What follows belongs to an exercise in optimizing a design on an open flow for small area, a short achievable clock period and few clock cycles per item; a production flow would make more cautious choices. Function was not checked in any run shown here: the RTL went through the layout flow alone.

## flow/run.sh

```bash
#!/bin/bash
# synth_recipe.tcl (not shown) runs the flow's synth.tcl, then flattens the netlist and writes it again
# the make line also repeats each setting of config.mk as NAME=value (left out here)
make -C /OpenROAD-flow-scripts/flow DESIGN_CONFIG=/design/flow/config.mk WORK_HOME=/design/flow/orfs CLKGATE_MAP_FILE= SYNTH_SCRIPT=/design/flow/synth_recipe.tcl finish
```

## flow/config.mk

```make
export PLATFORM = sky130hd
export DESIGN_NAME = cfc_cipher
export DESIGN_NICKNAME = cfc_cipher
export VERILOG_FILES = /design/flow/design.v
export SDC_FILE = /design/flow/constraint.sdc
export NUM_CORES = 8
export LEC_CHECK = 0
export CAP_MARGIN = 20
export CORE_MARGIN = 2
export CORE_UTILIZATION = 40
export PLACE_DENSITY = 0.6
export SLEW_MARGIN = 20
```

## flow/constraint.sdc

```tcl
create_clock -name core_clock -period 10.0 [get_ports {clk}]
set_input_delay 2.0000 -clock core_clock [delete_from_list [all_inputs] [get_ports {clk}]]
set_output_delay 2.0000 -clock core_clock [all_outputs]
set_load 0.01 [all_outputs]
```

## flow/design.v

```verilog
module aes_sbox (input wire [7:0] a, output wire [7:0] y);
    wire [7:0] tf, ti, t, o; wire [3:0] ah, al, d, di;
    wire [7:0] of_, oi_;
    assign tf[0] = a[0] ^ a[5] ^ a[7];
    assign tf[1] = a[2];
    assign tf[2] = a[2] ^ a[3] ^ a[4] ^ a[5] ^ a[6] ^ a[7];
    assign tf[3] = a[3] ^ a[4];
    assign tf[4] = a[4] ^ a[5] ^ a[6];
    assign tf[5] = a[1] ^ a[4] ^ a[6] ^ a[7];
    assign tf[6] = a[2] ^ a[3] ^ a[5] ^ a[7];
    assign tf[7] = a[5] ^ a[7];
    assign t = tf;
    assign ah = t[7:4]; assign al = t[3:0];
    assign d = gsqsc(ah) ^ gmul(ah, al) ^ gsq(al);
    assign di = ginv(d);
    assign o = {gmul(ah, di), gmul(ah ^ al, di)};
    assign of_[0] = ~(o[0] ^ o[2] ^ o[6]);
    assign of_[1] = ~(o[0] ^ o[1] ^ o[2] ^ o[3] ^ o[4] ^ o[5]);
    assign of_[2] = o[0] ^ o[3] ^ o[5] ^ o[6];
    assign of_[3] = o[0] ^ o[2] ^ o[5];
    assign of_[4] = o[0] ^ o[1] ^ o[3] ^ o[4] ^ o[5];
    assign of_[5] = ~(o[1] ^ o[2] ^ o[3] ^ o[5] ^ o[6] ^ o[7]);
    assign of_[6] = ~(o[4] ^ o[6] ^ o[7]);
    assign of_[7] = o[1] ^ o[2];
    assign y = of_;
    function [3:0] gmul(input [3:0] p, input [3:0] q);
        reg [6:0] r; begin
        r = ({7{q[0]}} & {3'b0,p}) ^ ({7{q[1]}} & {2'b0,p,1'b0}) ^ ({7{q[2]}} & {1'b0,p,2'b0}) ^ ({7{q[3]}} & {p,3'b0});
        gmul = r[3:0] ^ {r[6:4],1'b0} ^ {1'b0,r[6:4]} ^ 0; end
    endfunction
    function [3:0] gsq(input [3:0] p);
        gsq = {p[3], p[1] ^ p[3], p[2], p[0] ^ p[2]};
    endfunction
    function [3:0] gsqsc(input [3:0] p);
        gsqsc = {p[0] ^ p[2] ^ p[3], p[1], p[1] ^ p[2] ^ p[3], p[2]};
    endfunction
    function [3:0] ginv(input [3:0] p);
        case (p)
            4'd0: ginv = 4'd0;
            4'd1: ginv = 4'd1;
            4'd2: ginv = 4'd9;
            4'd3: ginv = 4'd14;
            4'd4: ginv = 4'd13;
            4'd5: ginv = 4'd11;
            4'd6: ginv = 4'd7;
            4'd7: ginv = 4'd6;
            4'd8: ginv = 4'd15;
            4'd9: ginv = 4'd2;
            4'd10: ginv = 4'd12;
            4'd11: ginv = 4'd5;
            4'd12: ginv = 4'd10;
            4'd13: ginv = 4'd4;
            4'd14: ginv = 4'd3;
            4'd15: ginv = 4'd8;
            default: ginv = 4'd0;
        endcase
    endfunction
endmodule
module aes_inv_sbox (
    input  wire [7:0] a,
    output reg  [7:0] y
);
    always @(*) begin
        case (a)
            8'h00: y = 8'h52;
            8'h01: y = 8'h09;
            8'h02: y = 8'h6a;
            8'h03: y = 8'hd5;
            8'h04: y = 8'h30;
            8'h05: y = 8'h36;
            8'h06: y = 8'ha5;
            8'h07: y = 8'h38;
            8'h08: y = 8'hbf;
            8'h09: y = 8'h40;
            8'h0a: y = 8'ha3;
            8'h0b: y = 8'h9e;
            8'h0c: y = 8'h81;
            8'h0d: y = 8'hf3;
            8'h0e: y = 8'hd7;
            8'h0f: y = 8'hfb;
            8'h10: y = 8'h7c;
            8'h11: y = 8'he3;
            8'h12: y = 8'h39;
            8'h13: y = 8'h82;
            8'h14: y = 8'h9b;
            8'h15: y = 8'h2f;
            8'h16: y = 8'hff;
            8'h17: y = 8'h87;
            8'h18: y = 8'h34;
            8'h19: y = 8'h8e;
            8'h1a: y = 8'h43;
            8'h1b: y = 8'h44;
            8'h1c: y = 8'hc4;
            8'h1d: y = 8'hde;
            8'h1e: y = 8'he9;
            8'h1f: y = 8'hcb;
            8'h20: y = 8'h54;
            8'h21: y = 8'h7b;
            8'h22: y = 8'h94;
            8'h23: y = 8'h32;
            8'h24: y = 8'ha6;
            8'h25: y = 8'hc2;
            8'h26: y = 8'h23;
            8'h27: y = 8'h3d;
            8'h28: y = 8'hee;
            8'h29: y = 8'h4c;
            8'h2a: y = 8'h95;
            8'h2b: y = 8'h0b;
            8'h2c: y = 8'h42;
            8'h2d: y = 8'hfa;
            8'h2e: y = 8'hc3;
            8'h2f: y = 8'h4e;
            8'h30: y = 8'h08;
            8'h31: y = 8'h2e;
            8'h32: y = 8'ha1;
            8'h33: y = 8'h66;
            8'h34: y = 8'h28;
            8'h35: y = 8'hd9;
            8'h36: y = 8'h24;
            8'h37: y = 8'hb2;
            8'h38: y = 8'h76;
            8'h39: y = 8'h5b;
            8'h3a: y = 8'ha2;
            8'h3b: y = 8'h49;
            8'h3c: y = 8'h6d;
            8'h3d: y = 8'h8b;
            8'h3e: y = 8'hd1;
            8'h3f: y = 8'h25;
            8'h40: y = 8'h72;
            8'h41: y = 8'hf8;
            8'h42: y = 8'hf6;
            8'h43: y = 8'h64;
            8'h44: y = 8'h86;
            8'h45: y = 8'h68;
            8'h46: y = 8'h98;
            8'h47: y = 8'h16;
            8'h48: y = 8'hd4;
            8'h49: y = 8'ha4;
            8'h4a: y = 8'h5c;
            8'h4b: y = 8'hcc;
            8'h4c: y = 8'h5d;
            8'h4d: y = 8'h65;
            8'h4e: y = 8'hb6;
            8'h4f: y = 8'h92;
            8'h50: y = 8'h6c;
            8'h51: y = 8'h70;
            8'h52: y = 8'h48;
            8'h53: y = 8'h50;
            8'h54: y = 8'hfd;
            8'h55: y = 8'hed;
            8'h56: y = 8'hb9;
            8'h57: y = 8'hda;
            8'h58: y = 8'h5e;
            8'h59: y = 8'h15;
            8'h5a: y = 8'h46;
            8'h5b: y = 8'h57;
            8'h5c: y = 8'ha7;
            8'h5d: y = 8'h8d;
            8'h5e: y = 8'h9d;
            8'h5f: y = 8'h84;
            8'h60: y = 8'h90;
            8'h61: y = 8'hd8;
            8'h62: y = 8'hab;
            8'h63: y = 8'h00;
            8'h64: y = 8'h8c;
            8'h65: y = 8'hbc;
            8'h66: y = 8'hd3;
            8'h67: y = 8'h0a;
            8'h68: y = 8'hf7;
            8'h69: y = 8'he4;
            8'h6a: y = 8'h58;
            8'h6b: y = 8'h05;
            8'h6c: y = 8'hb8;
            8'h6d: y = 8'hb3;
            8'h6e: y = 8'h45;
            8'h6f: y = 8'h06;
            8'h70: y = 8'hd0;
            8'h71: y = 8'h2c;
            8'h72: y = 8'h1e;
            8'h73: y = 8'h8f;
            8'h74: y = 8'hca;
            8'h75: y = 8'h3f;
            8'h76: y = 8'h0f;
            8'h77: y = 8'h02;
            8'h78: y = 8'hc1;
            8'h79: y = 8'haf;
            8'h7a: y = 8'hbd;
            8'h7b: y = 8'h03;
            8'h7c: y = 8'h01;
            8'h7d: y = 8'h13;
            8'h7e: y = 8'h8a;
            8'h7f: y = 8'h6b;
            8'h80: y = 8'h3a;
            8'h81: y = 8'h91;
            8'h82: y = 8'h11;
            8'h83: y = 8'h41;
            8'h84: y = 8'h4f;
            8'h85: y = 8'h67;
            8'h86: y = 8'hdc;
            8'h87: y = 8'hea;
            8'h88: y = 8'h97;
            8'h89: y = 8'hf2;
            8'h8a: y = 8'hcf;
            8'h8b: y = 8'hce;
            8'h8c: y = 8'hf0;
            8'h8d: y = 8'hb4;
            8'h8e: y = 8'he6;
            8'h8f: y = 8'h73;
            8'h90: y = 8'h96;
            8'h91: y = 8'hac;
            8'h92: y = 8'h74;
            8'h93: y = 8'h22;
            8'h94: y = 8'he7;
            8'h95: y = 8'had;
            8'h96: y = 8'h35;
            8'h97: y = 8'h85;
            8'h98: y = 8'he2;
            8'h99: y = 8'hf9;
            8'h9a: y = 8'h37;
            8'h9b: y = 8'he8;
            8'h9c: y = 8'h1c;
            8'h9d: y = 8'h75;
            8'h9e: y = 8'hdf;
            8'h9f: y = 8'h6e;
            8'ha0: y = 8'h47;
            8'ha1: y = 8'hf1;
            8'ha2: y = 8'h1a;
            8'ha3: y = 8'h71;
            8'ha4: y = 8'h1d;
            8'ha5: y = 8'h29;
            8'ha6: y = 8'hc5;
            8'ha7: y = 8'h89;
            8'ha8: y = 8'h6f;
            8'ha9: y = 8'hb7;
            8'haa: y = 8'h62;
            8'hab: y = 8'h0e;
            8'hac: y = 8'haa;
            8'had: y = 8'h18;
            8'hae: y = 8'hbe;
            8'haf: y = 8'h1b;
            8'hb0: y = 8'hfc;
            8'hb1: y = 8'h56;
            8'hb2: y = 8'h3e;
            8'hb3: y = 8'h4b;
            8'hb4: y = 8'hc6;
            8'hb5: y = 8'hd2;
            8'hb6: y = 8'h79;
            8'hb7: y = 8'h20;
            8'hb8: y = 8'h9a;
            8'hb9: y = 8'hdb;
            8'hba: y = 8'hc0;
            8'hbb: y = 8'hfe;
            8'hbc: y = 8'h78;
            8'hbd: y = 8'hcd;
            8'hbe: y = 8'h5a;
            8'hbf: y = 8'hf4;
            8'hc0: y = 8'h1f;
            8'hc1: y = 8'hdd;
            8'hc2: y = 8'ha8;
            8'hc3: y = 8'h33;
            8'hc4: y = 8'h88;
            8'hc5: y = 8'h07;
            8'hc6: y = 8'hc7;
            8'hc7: y = 8'h31;
            8'hc8: y = 8'hb1;
            8'hc9: y = 8'h12;
            8'hca: y = 8'h10;
            8'hcb: y = 8'h59;
            8'hcc: y = 8'h27;
            8'hcd: y = 8'h80;
            8'hce: y = 8'hec;
            8'hcf: y = 8'h5f;
            8'hd0: y = 8'h60;
            8'hd1: y = 8'h51;
            8'hd2: y = 8'h7f;
            8'hd3: y = 8'ha9;
            8'hd4: y = 8'h19;
            8'hd5: y = 8'hb5;
            8'hd6: y = 8'h4a;
            8'hd7: y = 8'h0d;
            8'hd8: y = 8'h2d;
            8'hd9: y = 8'he5;
            8'hda: y = 8'h7a;
            8'hdb: y = 8'h9f;
            8'hdc: y = 8'h93;
            8'hdd: y = 8'hc9;
            8'hde: y = 8'h9c;
            8'hdf: y = 8'hef;
            8'he0: y = 8'ha0;
            8'he1: y = 8'he0;
            8'he2: y = 8'h3b;
            8'he3: y = 8'h4d;
            8'he4: y = 8'hae;
            8'he5: y = 8'h2a;
            8'he6: y = 8'hf5;
            8'he7: y = 8'hb0;
            8'he8: y = 8'hc8;
            8'he9: y = 8'heb;
            8'hea: y = 8'hbb;
            8'heb: y = 8'h3c;
            8'hec: y = 8'h83;
            8'hed: y = 8'h53;
            8'hee: y = 8'h99;
            8'hef: y = 8'h61;
            8'hf0: y = 8'h17;
            8'hf1: y = 8'h2b;
            8'hf2: y = 8'h04;
            8'hf3: y = 8'h7e;
            8'hf4: y = 8'hba;
            8'hf5: y = 8'h77;
            8'hf6: y = 8'hd6;
            8'hf7: y = 8'h26;
            8'hf8: y = 8'he1;
            8'hf9: y = 8'h69;
            8'hfa: y = 8'h14;
            8'hfb: y = 8'h63;
            8'hfc: y = 8'h55;
            8'hfd: y = 8'h21;
            8'hfe: y = 8'h0c;
            8'hff: y = 8'h7d;
            default: y = 8'h00;
        endcase
    end
endmodule
module aes_sbox_ed (input wire [7:0] a, input wire inv, output wire [7:0] y);
    wire [7:0] tf, ti, t, o; wire [3:0] ah, al, d, di;
    wire [7:0] of_, oi_;
    assign tf[0] = a[0] ^ a[5] ^ a[7];
    assign ti[0] = ~(a[1] ^ a[5] ^ a[6]);
    assign tf[1] = a[2];
    assign ti[1] = ~(a[1] ^ a[4] ^ a[7]);
    assign tf[2] = a[2] ^ a[3] ^ a[4] ^ a[5] ^ a[6] ^ a[7];
    assign ti[2] = ~(a[1] ^ a[4]);
    assign tf[3] = a[3] ^ a[4];
    assign ti[3] = a[0] ^ a[1] ^ a[2] ^ a[3] ^ a[5] ^ a[6];
    assign tf[4] = a[4] ^ a[5] ^ a[6];
    assign ti[4] = a[0] ^ a[1] ^ a[2] ^ a[4] ^ a[5] ^ a[6] ^ a[7];
    assign tf[5] = a[1] ^ a[4] ^ a[6] ^ a[7];
    assign ti[5] = a[3] ^ a[4] ^ a[5] ^ a[6];
    assign tf[6] = a[2] ^ a[3] ^ a[5] ^ a[7];
    assign ti[6] = ~(a[0] ^ a[4] ^ a[5] ^ a[6]);
    assign tf[7] = a[5] ^ a[7];
    assign ti[7] = a[1] ^ a[2] ^ a[6] ^ a[7];
    assign t = inv ? ti : tf;
    assign ah = t[7:4]; assign al = t[3:0];
    assign d = gsqsc(ah) ^ gmul(ah, al) ^ gsq(al);
    assign di = ginv(d);
    assign o = {gmul(ah, di), gmul(ah ^ al, di)};
    assign of_[0] = ~(o[0] ^ o[2] ^ o[6]);
    assign oi_[0] = o[0] ^ o[7];
    assign of_[1] = ~(o[0] ^ o[1] ^ o[2] ^ o[3] ^ o[4] ^ o[5]);
    assign oi_[1] = o[4] ^ o[5] ^ o[7];
    assign of_[2] = o[0] ^ o[3] ^ o[5] ^ o[6];
    assign oi_[2] = o[1];
    assign of_[3] = o[0] ^ o[2] ^ o[5];
    assign oi_[3] = o[1] ^ o[6] ^ o[7];
    assign of_[4] = o[0] ^ o[1] ^ o[3] ^ o[4] ^ o[5];
    assign oi_[4] = o[1] ^ o[3] ^ o[6] ^ o[7];
    assign of_[5] = ~(o[1] ^ o[2] ^ o[3] ^ o[5] ^ o[6] ^ o[7]);
    assign oi_[5] = o[2] ^ o[4] ^ o[6];
    assign of_[6] = ~(o[4] ^ o[6] ^ o[7]);
    assign oi_[6] = o[1] ^ o[2] ^ o[3] ^ o[7];
    assign of_[7] = o[1] ^ o[2];
    assign oi_[7] = o[2] ^ o[4] ^ o[6] ^ o[7];
    assign y = inv ? oi_ : of_;
    function [3:0] gmul(input [3:0] p, input [3:0] q);
        reg [6:0] r; begin
        r = ({7{q[0]}} & {3'b0,p}) ^ ({7{q[1]}} & {2'b0,p,1'b0}) ^ ({7{q[2]}} & {1'b0,p,2'b0}) ^ ({7{q[3]}} & {p,3'b0});
        gmul = r[3:0] ^ {r[6:4],1'b0} ^ {1'b0,r[6:4]} ^ 0; end
    endfunction
    function [3:0] gsq(input [3:0] p);
        gsq = {p[3], p[1] ^ p[3], p[2], p[0] ^ p[2]};
    endfunction
    function [3:0] gsqsc(input [3:0] p);
        gsqsc = {p[0] ^ p[2] ^ p[3], p[1], p[1] ^ p[2] ^ p[3], p[2]};
    endfunction
    function [3:0] ginv(input [3:0] p);
        case (p)
            4'd0: ginv = 4'd0;
            4'd1: ginv = 4'd1;
            4'd2: ginv = 4'd9;
            4'd3: ginv = 4'd14;
            4'd4: ginv = 4'd13;
            4'd5: ginv = 4'd11;
            4'd6: ginv = 4'd7;
            4'd7: ginv = 4'd6;
            4'd8: ginv = 4'd15;
            4'd9: ginv = 4'd2;
            4'd10: ginv = 4'd12;
            4'd11: ginv = 4'd5;
            4'd12: ginv = 4'd10;
            4'd13: ginv = 4'd4;
            4'd14: ginv = 4'd3;
            4'd15: ginv = 4'd8;
            default: ginv = 4'd0;
        endcase
    endfunction
endmodule
module aes_mixcol (
    input  wire [31:0] col,
    output wire [31:0] y
);
    wire [7:0] a0 = col[31:24];
    wire [7:0] a1 = col[23:16];
    wire [7:0] a2 = col[15:8];
    wire [7:0] a3 = col[7:0];
    wire [7:0] x0 = {a0[6:0], 1'b0} ^ (a0[7] ? 8'h1b : 8'h00);
    wire [7:0] x1 = {a1[6:0], 1'b0} ^ (a1[7] ? 8'h1b : 8'h00);
    wire [7:0] x2 = {a2[6:0], 1'b0} ^ (a2[7] ? 8'h1b : 8'h00);
    wire [7:0] x3 = {a3[6:0], 1'b0} ^ (a3[7] ? 8'h1b : 8'h00);
    assign y[31:24] = x0 ^ (x1 ^ a1) ^ a2 ^ a3;
    assign y[23:16] = a0 ^ x1 ^ (x2 ^ a2) ^ a3;
    assign y[15:8]  = a0 ^ a1 ^ x2 ^ (x3 ^ a3);
    assign y[7:0]   = (x0 ^ a0) ^ a1 ^ a2 ^ x3;
endmodule
module aes_inv_pre (
    input  wire [31:0] col,
    output wire [31:0] y
);
    wire [7:0] a0 = col[31:24];
    wire [7:0] a1 = col[23:16];
    wire [7:0] a2 = col[15:8];
    wire [7:0] a3 = col[7:0];
    function [7:0] mul4(input [7:0] v);
        mul4 = {v[5:0], 2'b00} ^ (v[6] ? 8'h1b : 8'h00) ^ (v[7] ? 8'h36 : 8'h00);
    endfunction
    wire [7:0] u = mul4(a0 ^ a2);
    wire [7:0] v = mul4(a1 ^ a3);
    assign y = {a0 ^ u, a1 ^ v, a2 ^ u, a3 ^ v};
endmodule
module cfc_cipher (
    input  wire         clk,
    input  wire         rst,       
    input  wire         start,
    input  wire         first,
    input  wire         dec,
    input  wire [127:0] key,
    input  wire [127:0] din,
    output wire         ready,
    output wire         done,
    output wire [127:0] dout
);
    localparam [127:0] DEFAULT_IV = 128'h562e17996d093d28ddb3ba695a2e6f58;
    localparam [1:0] S_IDLE = 2'd0,
                     S_KEXP = 2'd1,
                     S_ENC  = 2'd2,
                     S_DEC  = 2'd3;
    reg [1:0]   fsm;
    reg [3:0]   rnd;        
    reg         done_r;
    reg         mode_dec;   
    reg [127:0] state;      
    reg [127:0] rk;         
    reg [127:0] skey;       
    reg [127:0] blk;        
    reg [127:0] chain;      
    wire idle   = (fsm == S_IDLE);
    wire accept = idle & start;
    assign ready = idle;
    assign done  = done_r;
    assign dout  = state;
    reg [7:0] rcon;
    always @(*) begin
        case (rnd)
            4'd1:    rcon = 8'h01;
            4'd2:    rcon = 8'h02;
            4'd3:    rcon = 8'h04;
            4'd4:    rcon = 8'h08;
            4'd5:    rcon = 8'h10;
            4'd6:    rcon = 8'h20;
            4'd7:    rcon = 8'h40;
            4'd8:    rcon = 8'h80;
            4'd9:    rcon = 8'h1b;
            4'd10:   rcon = 8'h36;
            default: rcon = 8'h00;
        endcase
    end
    wire         kback = (fsm == S_DEC) | idle;
    wire [127:0] ksrc  = idle ? skey : rk;
    wire [31:0]  w0 = ksrc[127:96];
    wire [31:0]  w1 = ksrc[95:64];
    wire [31:0]  w2 = ksrc[63:32];
    wire [31:0]  w3 = ksrc[31:0];
    wire [31:0]  ksb_in = kback ? (w3 ^ w2) : w3;
    wire [31:0]  ksb_out;
    genvar i;
    generate
        for (i = 0; i < 4; i = i + 1) begin : g_ksbox
            aes_sbox u_ks (.a(ksb_in[31-8*i -: 8]), .y(ksb_out[31-8*i -: 8]));
        end
    endgenerate
    wire [31:0]  kt = {ksb_out[23:0], ksb_out[31:24]} ^ {rcon, 24'h0};
    wire [31:0]  f0 = w0 ^ kt;
    wire [31:0]  f1 = w1 ^ f0;
    wire [31:0]  f2 = w2 ^ f1;
    wire [31:0]  f3 = w3 ^ f2;
    wire [127:0] rk_fwd = {f0, f1, f2, f3};
    wire [127:0] rk_bwd = {w0 ^ kt, w1 ^ w0, w2 ^ w1, w3 ^ w2};
    wire         rdec  = mode_dec;
    wire         final_r = rdec ? (rnd == 4'd0) : (rnd == 4'd10);
    wire [127:0] kk    = rdec ? (rk ^ (final_r ? chain : 128'h0)) : rk_fwd;
    wire [127:0] sb_in;
    wire [127:0] t;
    wire [127:0] rnd_out;
    genvar c, r;
    generate
        for (c = 0; c < 4; c = c + 1) begin : g_col
            for (r = 0; r < 4; r = r + 1) begin : g_row
                localparam integer CE = (c + r) % 4;
                localparam integer CD = (c + 4 - r) % 4;
                assign sb_in[127-8*(4*c+r) -: 8] =
                    rdec ? state[127-8*(4*CD+r) -: 8] : state[127-8*(4*CE+r) -: 8];
                aes_sbox_ed u_sb (.a(sb_in[127-8*(4*c+r) -: 8]), .inv(rdec),
                                  .y(t[127-8*(4*c+r) -: 8]));
            end
            wire [31:0] tc = t[127-32*c -: 32];
            wire [31:0] kc = kk[127-32*c -: 32];
            wire [31:0] yc = tc ^ kc;            
            wire [31:0] pc;
            aes_inv_pre u_pre (.col(yc), .y(pc));
            wire [31:0] mc;
            aes_mixcol u_mc (.col(rdec ? pc : tc), .y(mc));
            assign rnd_out[127-32*c -: 32] = final_r ? yc : (rdec ? mc : (mc ^ kc));
        end
    endgenerate
    wire [127:0] start_key = first ? key : skey;
    wire [127:0] start_cv  = first ? DEFAULT_IV : state;
    wire         start_dec = first ? dec : mode_dec;
    always @(posedge clk) begin
        if (rst) begin
            fsm    <= S_IDLE;
            done_r <= 1'b0;
        end else begin
            done_r <= 1'b0;
            case (fsm)
                S_IDLE: begin
                    if (start) begin
                        if (start_dec) begin
                            if (first) begin
                                rk  <= key;
                                rnd <= 4'd1;
                                fsm <= S_KEXP;
                            end else begin
                                state <= din ^ skey;
                                rk    <= rk_bwd;
                                rnd   <= 4'd9;
                                fsm   <= S_DEC;
                            end
                        end else begin
                            state <= din ^ start_cv ^ start_key;
                            rk    <= start_key;
                            rnd   <= 4'd1;
                            fsm   <= S_ENC;
                        end
                    end
                end
                S_KEXP: begin
                    if (rnd == 4'd10) begin
                        skey  <= rk_fwd;
                        state <= blk ^ rk_fwd;
                        rnd   <= 4'd9;
                        fsm   <= S_DEC;
                    end else begin
                        rk  <= rk_fwd;
                        rnd <= rnd + 4'd1;
                    end
                end
                S_ENC: begin
                    state <= rnd_out;
                    rk    <= rk_fwd;
                    rnd   <= rnd + 4'd1;
                    if (rnd == 4'd10) begin
                        done_r <= 1'b1;
                        fsm    <= S_IDLE;
                    end
                end
                default: begin  
                    state <= rnd_out;
                    rk    <= rk_bwd;
                    rnd   <= rnd - 4'd1;
                    if (rnd == 4'd0) begin
                        done_r <= 1'b1;
                        rnd    <= 4'd10;
                        fsm    <= S_IDLE;
                    end
                end
            endcase
        end
    end
    always @(posedge clk) begin
        if (accept & ~rst) begin
            blk <= din;
            if (first) begin
                mode_dec <= dec;
                chain    <= DEFAULT_IV;
                if (!dec) skey <= key;
            end else begin
                chain    <= blk;
            end
        end
    end
endmodule
```

==> results of run 1 <==
==> impl_metrics.py, run 1 <==
metrics = {
    "status": {
        "status": "stopped before the end",
        "lastStage": "1_2_yosys",
        "firstError": "ERROR: Assert `count_id(cell->name) == 0' failed in kernel/rtlil.cc:2970.",
    },
    "logic_synthesis": {
        "yosysWarningCount": 4,
    },
}
==> run 2, diff against run 1 <==
--- a/flow/design.v
+++ b/flow/design.v
@@ -548,4 +548,5 @@
                             end
                         end else begin
+                            if (first) skey <= key;
                             state <= din ^ start_cv ^ start_key;
                             rk    <= start_key;
@@ -594,5 +595,4 @@
                 mode_dec <= dec;
                 chain    <= DEFAULT_IV;
-                if (!dec) skey <= key;
             end else begin
                 chain    <= blk;
==> run 2 against run 1 <==
  * Now clean on timing, DRC and antenna
==> impl_metrics.py, run 2 <==
metrics = {
    "setup_path": {
        "critPathCaptureType": "flop",
        "worstPathArrival_ns": 10.31,
        "cp.required_ns": 10.49,
        "crit_type": "reg -> reg",
        "critPathLaunchType": "flop",
        "slowest_stage": "xnor3_2",
        "crit_path_max_fanout": 22,
        "r2r_start": "fsm[1]$_SDFFE_PP0P_",
        "cp-startpoint": "fsm[1]$_SDFFE_PP0P_",
        "slowest_delay_ns": 0.52,
    },
    "logic_synthesis": {
        "netlist_top_cells_area": "edfxtp_1 19%, xnor2_1 19%, xor2_1 9.3%",
        "synth_xor_area_frac": 0.3743,
        "postSynthAreaPerCell_um2": 8.453,
        "synth_nets": 12311,
        "synthCells": 11867,
        "synth_edf_count": 645,
        "synth.largest_area_cell": "edfxtp_1",
        "ys_seq_area_frac": 0.1953,
        "synth_compound_area_frac": 0.1570,
        "synth_seq_cells": 656,
        "yosysWarningCount": 4,
        "synth_common_cells": "2211 x xnor2_1, 1291 x nand2_1, 1062 x xor2_1",
        "yosysMostFrequentCell": "xnor2_1",
        "synthSimpleGateAreaFrac": 0.1462,
        "synth_top_area_share": 0.1931,
        "syn-cell-area_um2": 100300,
        "synth_ff_type": "edfxtp_1",
        "yosysUniqueCellTypes": 128,
        "muxShareOfSynthArea": 0.05931,
        "synth-adder-area-share": 0.02324,
        "synth_top_family_by_area": "XOR/XNOR gates",
        "postSynth.asyncResetShare": 0,
    },
    "flow_run": {
        "cap_violations": 0,
    },
    "finish": {
        "most-common-layout-cells": "2083 x xnor2_1, 1288 x nand2_1, 1266 x buf_4, 1027 x xor2_1, 922 x nor2_1",
        "layout_commonest_cell": "xnor2_1",
        "layout.cells.non_filler": 16249,
        "final_nets": 13280,
        "fin_util": 0.4853,
        "area_growth_pct": 20.40,
        "layout-drive-gt1-share": 0.1684,
        "final_area_um2": 120800,
    },
    "die": {
        "die-area_um2": 254800,
        "start_util": 0.4030,
        "num_rows": 183,
        "io-pin-count": 391,
        "core_um2": 248900,
        "die_h_um": 504.8,
        "die_x_um": 504.8,
    },
    "routing": {
        "routed_wl_um": 556300,
        "drtIter0Drc": 15264,
        "via_per_inst": 6.110,
        "wl_per_cell_um": 34.24,
        "drtAntennaViolNets": 0,
        "first_pass_iters": 8,
        "drc": 0,
        "vias": 99284,
    },
    "placed_design": {
        "place_area_um2": 115700,
        "dp_cells": 16014,
        "gp_congestion": 1.066,
        "place_hpwl_um": 439800,
        "io_buffer_count": 390,
        "place_ws_ns": -0.4848,
    },
    "clock_network": {
        "clock_path_buffers": 3,
        "insertion_delay_ns": 0.81,
        "cts_num_sinks": 656,
        "htreeDepth": 3,
        "root_buffer": "clkbuf_16",
        "cts_tree": "yes",
        "cts_hold_buf": 0,
        "path_clk_slew_ns": 0.06,
        "numCtsBuffers": 93,
    },
    "sta": {
        "worst_pin_slew_ns": 1.268,
        "fin_crit_ns": 9.816,
        "max-slew-margin-rel": 0.1488,
        "fin_setup_tns_ns": 0,
        "final_max_slew_viol_count": 0,
        "max_freq_ghz": 0.1019,
        "min_period_over_period": 0.9816,
        "clock_skew_ns": 0.07908,
        "fin_hold_ws_ns": 0.5444,
        "hold_violations": 0,
        "rsz0062_at_grt": "yes",
        "setup_viol": 0,
        "fin_ws_ns": 0.1839,
    },
    "grt": {
        "grtUsageMet2": 0.5941,
        "antenna_found_initial": 32,
        "grt-busiest-layer": "met2",
        "grt-ovfl-total": 0,
        "grt_max_degree": 161,
        "grt_use_met3": 0.1108,
        "grtUsageMet1": 0.5401,
        "grt_pass1_wl_um": 749100,
        "grt_pass1_vias": 91131,
        "grt_usage": 0.4173,
    },
    "status": {
        "status": "complete, no violations",
    },
    "worst_hold_path": {
        "hp-start": "blk[17]$_DFFE_PP_",
        "worstHoldPathType": "reg -> reg",
    },
}
## run 2: final timing paths
path	endpoint	slack, ns	depth (start not counted)
worst min-delay path	chain[17]$_SDFFCE_PP1P_	0.54	1
worst min register to register	chain[17]$_SDFFCE_PP1P_	0.54	1
worst max register to register	state[11]$_DFFE_PP_	0.18	39
worst max-delay path	state[11]$_DFFE_PP_	0.18	39
## run 2: cells by family after synthesis
kind of cell / count (synthesis)
AOI/OAI and AO/OA: 2415
xor gates and xnor gates: 3679
adders and majority gates: 187
buffers and inverters: 1106
DFF: 656
muxes: 573
and+or+nand+nor: 3251
## run 2: area by class of cell
type	count	area (µm²)
Antenna cell	12	30.03
Clock buffer	111	2416
Clock inverter	55	574.3
Fill cell	23923	128100
Inverter	270	1037
Multi-Input combinational cell	10106	78500
Sequential cell	656	19590
Tap cell	3330	4167
Timing Repair Buffer	1709	14460
## run 2: worst max-delay path, delay by kind of cell, from the launching register on
kind            cells  cell delay [ns]
mux                 2             0.83
fa+ha+maj           3             0.63
flops               1             0.34
xor+xnor           16             4.13
buf+inv             9             1.49
compound gates      5             1.33
simple gates        4             0.71
## run 2: metal layers
metal	vias to the layer above	share of wire
met5	-	0.0013
met4	18	0.092
met3	1334	0.12
met2	6487	0.40
met1	48420	0.38
li1	43025	-
## run 2: repair_timing
action | in CTS | in global routing
gates cloned | 0 | 3
gates resized for setup | 31 | 234
endpoints found under the setup margin | 77 | 124
endpoints found under the hold margin | 0 | 0
buffers inserted | 6 | 44
pin swaps | 4 | 52
==> run 3, diff against run 2 <==
--- a/flow/config.mk
+++ b/flow/config.mk
@@ -6,7 +6,9 @@
 export NUM_CORES = 8
 export LEC_CHECK = 0
+export ABC_CLOCK_PERIOD_IN_PS = 5000
 export CAP_MARGIN = 20
 export CORE_MARGIN = 2
 export CORE_UTILIZATION = 40
 export PLACE_DENSITY = 0.6
+export SETUP_SLACK_MARGIN = 4
 export SLEW_MARGIN = 20
==> run 3 against run 2 <==
  * Still clean
  * Via count increased by 3.7%
  * Non-clock buffer count up 685
  * Clock skew down 0.031 ns
  * Global-route usage grew 2.0 points
  * Count of clock-buffer cells in the layout stayed put
  * Critical path depth grew 4
  * Worst hold slack improved by 0.0065 ns
  * Final cell count increased by 4.4%
==> impl_metrics.py, run 3 <==
metrics = {
    "grt": {
        "antenna_found_initial": 48,
        "grt-ovfl-total": 0,
        "grt_pass1_wl_um": 781800,
        "grt_pass1_vias": 95062,
        "grt_usage": 0.4369,
        "grt_max_degree": 168,
    },
    "setup_path": {
        "critPathLaunchType": "flop",
        "cp.required_ns": 10.48,
        "slowest_stage": "xnor3_4",
        "worstPathArrival_ns": 9.79,
        "slowest_delay_ns": 0.54,
        "cp_top_family": "XOR/XNOR gates",
        "crit_path_max_fanout": 12,
        "crit_type": "reg -> reg",
        "cpMostUsedCell": "buf_4",
        "path_buf_inv": 17,
        "critPathCaptureType": "flop",
    },
    "finish": {
        "most-common-layout-cells": "1940 x xnor2_1, 1834 x buf_4, 1279 x nand2_1, 988 x xor2_1, 912 x nor2_1",
        "multi_input_area_um2": 81590,
        "layout.cells.non_filler": 16957,
        "fin_util": 0.5232,
        "layout-drive-gt1-share": 0.2389,
        "layout_commonest_cell": "xnor2_1",
        "nFillCells": 23372,
        "final-seq-area_um2": 19590,
        "final_nets": 13962,
        "area_growth_pct": 29.82,
    },
    "routing": {
        "wl_per_cell_um": 34.46,
        "via_per_inst": 6.070,
        "drtIter0Drc": 14752,
        "drtAntennaViolNets": 0,
        "first_pass_iters": 12,
        "routed_wl_um": 584300,
        "vias": 102931,
        "drc": 0,
    },
    "sta": {
        "min_period_over_period": 0.9308,
        "final_max_slew_viol_count": 0,
        "fin_ws_ns": 0.6922,
        "hold_violations": 0,
        "fin_crit_ns": 9.308,
        "clock_skew_ns": 0.04804,
        "setup_viol": 0,
        "worst_pin_slew_ns": 1.302,
        "rsz0062_at_grt": "yes",
        "max_freq_ghz": 0.1074,
        "max-slew-margin-rel": 0.1075,
    },
    "logic_synthesis": {
        "ys_seq_area_frac": 0.1953,
        "syn-cell-area_um2": 100300,
        "yosysUniqueCellTypes": 128,
        "yosysWarningCount": 4,
        "synth_ff_type": "edfxtp_1",
        "synth_top_area_share": 0.1931,
        "synth_edf_count": 645,
        "synth.largest_area_cell": "edfxtp_1",
        "synth_common_cells": "2211 x xnor2_1, 1291 x nand2_1, 1062 x xor2_1",
        "synth_seq_cells": 656,
        "netlist_top_cells_area": "edfxtp_1 19%, xnor2_1 19%, xor2_1 9.3%",
        "postSynth.asyncResetShare": 0,
        "postSynthAreaPerCell_um2": 8.453,
        "synth_nets": 12311,
        "synthCells": 11867,
        "yosysMostFrequentCell": "xnor2_1",
    },
    "clock_network": {
        "htreeDepth": 3,
        "insertion_delay_ns": 0.81,
        "cts_tree": "yes",
        "root_buffer": "clkbuf_16",
        "cts_num_sinks": 656,
        "path_clk_slew_ns": 0.07,
        "clock_path_buffers": 3,
        "numCtsBuffers": 91,
    },
    "die": {
        "core_um2": 248900,
        "io-pin-count": 391,
        "die-area_um2": 254800,
        "die_x_um": 504.8,
        "num_rows": 183,
        "die_h_um": 504.8,
        "start_util": 0.4030,
    },
    "placed_design": {
        "place_hpwl_um": 461300,
        "dp_cells": 16467,
        "io_buffer_count": 390,
        "gp_congestion": 1.104,
        "place_ws_ns": -0.2113,
    },
    "status": {
        "status": "complete, no violations",
    },
    "flow_run": {
        "cap_violations": 0,
    },
    "worst_hold_path": {
        "worstHoldPathType": "reg -> reg",
    },
}
-- run 3: final timing paths --
path	cells past startpoint	slack [ns]	end	start
hold reg to reg	1	0.55	chain[9]$_SDFFCE_PP1P_	blk[9]$_DFFE_PP_
setup / recovery	43	0.69	state[114]$_DFFE_PP_	fsm[0]$_SDFFE_PP0P_
setup reg to reg	43	0.69	state[114]$_DFFE_PP_	fsm[0]$_SDFFE_PP0P_
hold / removal	1	0.55	chain[9]$_SDFFCE_PP1P_	blk[9]$_DFFE_PP_
-- run 3: cell families (layout without fill, tap and decap cells) --
kind of cell / after synthesis / in the layout / share of synthesized area
multiplexers: 573 / 573 / 0.05931
adder cells (fa/ha/maj): 187 / 187 / 0.02324
other: 0 / 34 / 0
XOR/XNOR: 3679 / 3679 / 0.3743
flip-flops: 656 / 656 / 0.1953
buffers and inverters: 1106 / 2832 / 0.04464
AO/OA/AOI/OAI: 2415 / 2415 / 0.1570
AND/OR/NAND/NOR: 3251 / 3251 / 0.1462
-- run 3: metal layers --
layer,GRT usage,vias to the layer above,wire [µm]
met3,0.09907,1463,62610
met1,0.5545,50598,222500
li1,-,44373,-
met2,0.6319,6473,239100
met4,0.3565,24,60000
met5,0,-,149
-- run 3: cell type report --
type	instances	share of cell area
Multi-Input combinational cell	10105	0.6266
Inverter	270	0.008042
Tap cell	3330	0.03200
Sequential cell	656	0.1504
Clock buffer	111	0.01878
Timing Repair Buffer	2394	0.1587
Clock inverter	57	0.004775
Antenna cell	34	0.0006534
-- run 3: worst register-to-register path, delay by kind of cell (launching register included) --
| kind | cells | cell delay (ns) |
|---|---|---|
| xor+xnor | 13 | 3.53 |
| buf+inv | 17 | 2.64 |
| simple gates | 4 | 1.10 |
| compound gates | 7 | 0.97 |
| fa+ha+maj | 2 | 0.42 |
| flops | 1 | 0.34 |
-- run 3: metrics by stage --
step           TNS, ns  hold slack [ns]  instance area [µm²]
6_report             0           0.5509               130200
5_1_grt              0           0.5709               130200
4_1_cts              0           0.5532               126400
3_5_place_dp   -0.7932           0.5395               119400
3_3_place_gp    -2.860           0.5397               119400
2_1_floorplan  -0.8238           0.4982               101500
-- run 3: timing repair --
item / 4_1_cts / 5_1_grt
hold buffers: 0 / 0
gates resized for setup: 433 / 449
cloned: 12 / 3
setup buffers: 143 / 128
pin swaps: 140 / 218
setup endpoints to repair: 384 / 384

afterwards: timing with drivers on the ports:
In the flow no input, the clock included, has a driving cell. The finished layouts below were timed again as built, in two steps.
Step 1: set_driving_cell puts a clkbuf_16 on clk and a buf_2 on each other input, an assumption about the parent block.
Step 2, shift: input delay + t, output delay - t, t = (earliest + latest rising clock arrival at the registers) / 2. This alone moves slack from input paths to output paths.
a / b / c = ideal ports / drivers / drivers and shift; a / b = the first two.
run | shift t [ns] | slack for setup (ns) | latest minus earliest clock arrival (ns) | worst register clock-pin slew, ns | worst slew at a driven data input, ns
run 2 | 0.864 | 0.184 / 0.184 / 0.184 | 0.080 / 0.080 | 0.07 / 0.07 | 0.14
run 3 | 0.893 | 0.692 / 0.692 / 0.692 | 0.048 / 0.048 | 0.08 / 0.08 | 0.23
After both steps setup and hold are still met in every run listed.
